This is an optimization exercise on Yosys and OpenROAD, whose aim is small area, a short achievable clock period and few clock cycles, not a production implementation. In this exercise RTL edits were held to simulation tests only and were not proved equivalent to the original.

==> flow/design.v (excerpt) <==
module jel_fsel (
    input  wire        clk,
    input  wire        rst,           
    input  wire        qt_we,
    input  wire [5:0]  qt_addr,
    input  wire [15:0] qt_wdata,
    input  wire        cmd_valid,
    output wire        cmd_ready,
    input  wire        cmd_op,        
    input  wire [6:0]  cmd_arg,       
    input  wire [6:0]  cmd_pool,      
    input  wire [15:0] cmd_nlevels,   
    output reg         rsp_valid,
    output reg  [7:0]  rsp_code,      
    output reg  [6:0]  rsp_result,
    output reg  [6:0]  nfreqs,
    input  wire [5:0]  freq_addr,
    output reg  [5:0]  freq_data
);
Settings: LEC_CHECK=0, CAP_MARGIN=20, CORE_MARGIN=2, CORE_UTILIZATION=40, CTS_BUF_LIST=sky130_fd_sc_hd__clkbuf_4, SLEW_MARGIN=20; clock period 35.0 ns.
standard.sh (not shown) runs the stock make flow with config.mk's settings and CLKGATE_MAP_FILE= SYNTH_SCRIPT=/design/flow/synth_recipe.tcl, a recipe that flattens the netlist after the stock synthesis.
==> flow/flow/run.sh <==
#!/bin/bash
# Layout flow: the standard flow (standard.sh) with buf_2 cells as the
# port buffers, and timing repair aiming for extra setup slack.
set -euo pipefail
export BUFFER_PORTS_ARGS="-buffer_cell sky130_fd_sc_hd__buf_2"
export SETUP_SLACK_MARGIN=17
bash standard.sh > standard.log 2>&1
Testbench counts at the start, summed over its fixed seeds: cycles 768.
Then changed:
--- a/flow/design.v
+++ b/flow/design.v
@@ -554,70 +554,74 @@
             ge6 = ge6 | a[6];
         end
     endfunction
     reg  [4:0] code [0:63];
     wire       wr_nz = qt_we && (qt_wdata != 16'd0);
     wire [4:0] wcode = (qt_wdata[15:8] != 8'd0) ? 5'd0 : qcode8(qt_wdata[7:0]);
     wire [4:0] wdat = wcode | {5{rst}};
-    integer i;
+    integer i, b;
     always @(posedge clk) begin
         for (i = 0; i < 64; i = i + 1)
             if (rst || (wr_nz && qt_addr == i[5:0]))
                 code[i] <= wdat;
     end
     reg [63:0] unwr;
     always @* begin
         for (i = 0; i < 64; i = i + 1)
             unwr[i] = &code[i];
     end
     wire loaded = ~|unwr;
-    wire [4:0] nthr = (cmd_nlevels[15:8] != 8'd0) ? 5'd31 : ncode8(cmd_nlevels[7:0]);
-    reg [63:0] adm;
-    always @* begin
-        for (i = 0; i < 64; i = i + 1)
-            adm[i] = ge5(code[i], nthr);
-    end
     assign cmd_ready = 1'b1;
     wire acc = cmd_valid && !rst;
+    wire [4:0] nthr = (cmd_nlevels[15:8] != 8'd0) ? 5'd31 : ncode8(cmd_nlevels[7:0]);
     wire q_epos  = (cmd_arg > 7'd63);
     wire s_epool = (cmd_pool > 7'd64);
     wire e_pos   = !cmd_op && q_epos;
     wire e_pool  = cmd_op && s_epool;
     wire e_unl   = !(cmd_op ? s_epool : q_epos) && !loaded;
     wire sel_ok  = cmd_op && !s_epool && loaded;
-    reg [7:0] adec_hi, adec_lo, qoct;
-    reg       qadm;
+    reg [7:0] adec_hi, adec_lo;
+    reg [4:0] qcode, qoct;
     always @* begin
         for (i = 0; i < 8; i = i + 1) begin
             adec_hi[i] = (cmd_arg[5:3] == i[2:0]);
             adec_lo[i] = (cmd_arg[2:0] == i[2:0]);
         end
-        for (i = 0; i < 8; i = i + 1)
-            qoct[i] = |(adec_lo & adm[8*i +: 8]);
-        qadm = |(adec_hi & qoct);
+        qcode = 5'd0;
+        for (i = 0; i < 8; i = i + 1) begin
+            qoct = 5'd0;
+            for (b = 0; b < 8; b = b + 1)
+                qoct = qoct | ({5{adec_lo[b]}} & code[8*i+b]);
+            qcode = qcode | ({5{adec_hi[i]}} & qoct);
+        end
     end
     reg        r_sel, r_qual, r_epos, r_epool, r_eunl;
-    reg [63:0] mask;
+    reg [4:0]  sthr;     
     reg [6:0]  pool;
     always @(posedge clk) begin
         rsp_valid <= acc;
         if (acc) begin
             r_sel   <= sel_ok;
-            r_qual  <= !cmd_op && !q_epos && loaded && qadm;
+            r_qual  <= !cmd_op && !q_epos && loaded && ge5(qcode, nthr);
             r_epos  <= e_pos;
             r_epool <= e_pool;
             r_eunl  <= e_unl;
         end
         if (acc && cmd_op && !s_epool)
-            mask <= adm;
+            sthr <= nthr;
         if (rst || wr_nz)
             pool <= 7'd0;
         else if (acc && sel_ok)
             pool <= cmd_pool;
     end
+    reg [63:0] mask;
+    always @* begin
+        for (i = 0; i < 64; i = i + 1)
+            mask[i] = ge5(code[i], sthr);
+    end
     function [3:0] cnt8(input [7:0] m);
         reg a0, a1, b0, b1, c0, c1, d0, d1, e0, e1, f0, f1;
         begin
             a0 = m[0] ^ m[1] ^ m[2];  a1 = (m[0] & m[1]) | (m[2] & (m[0] | m[1]));
             b0 = m[3] ^ m[4] ^ m[5];  b1 = (m[3] & m[4]) | (m[5] & (m[3] | m[4]));
             c0 = m[6] ^ m[7];         c1 = m[6] & m[7];
             d0 = a0 ^ b0 ^ c0;        d1 = (a0 & b0) | (c0 & (a0 | b0));
@@ -656,15 +660,14 @@
     end
     reg [7:0] lt;        
     reg [7:0] osel;      
     reg [2:0] oidx;
     reg [7:0] om;
     reg [2:0] oo, r, lpos;
     reg [2:0] lc;
-    integer b;
     always @* begin
         for (i = 0; i < 8; i = i + 1)
             lt[i] = !ge6({1'b0, freq_addr}, o8[i]);
         for (i = 0; i < 8; i = i + 1)
             osel[i] = (i == 0 ? 1'b1 : lt[i-1]) & !lt[i];
         oidx = 3'd0;
         om   = 8'd0;
What happened:
- cell count shrinks by roughly a tenth
- hold slack hardly moves
- global-route usage grows by 3.5 points
- register-to-register slack improves by 0.46 ns
- clock skew grows by 0.016 ns
- final area shrinks by a few percent
- core utilization grows by 1.9 points
- clock-buffer cell count shrinks by 10
Testbench counts after the change, summed over its fixed seeds: cycles 768.

[separate check: timing with driven ports]
In the flow no input, the clock included, has a driving cell. The finished layouts below were timed again as built, in two steps. Step 1: set_driving_cell puts a clkbuf_16 on clk and a buf_2 on each other input, an assumption about the parent block. Step 2 times the ports against the registers' clock, not the clock port: input delays grow and output delays shrink by t, the midpoint of the rising clock arrivals with the driver on. a / b / c = ideal ports / drivers / drivers and shift; a / b = the first two.
run | t (ns) | setup slack, ns | latest minus earliest clock arrival (ns) | slew at the worst register clock pin (ns) | cell pins on the clock port's net
the first run | 0.884 | 15.891 / 15.857 / 15.857 | 0.044 / 0.044 | 0.08 / 0.08 | 1
the second run | 0.881 | 16.300 / 16.236 / 16.236 | 0.062 / 0.061 | 0.08 / 0.08 | 1
After both steps every run listed still meets setup and hold. For the second run, which loses most, drivers alone change the setup slack by -0.064 ns; drivers and shift together by -0.064 ns.
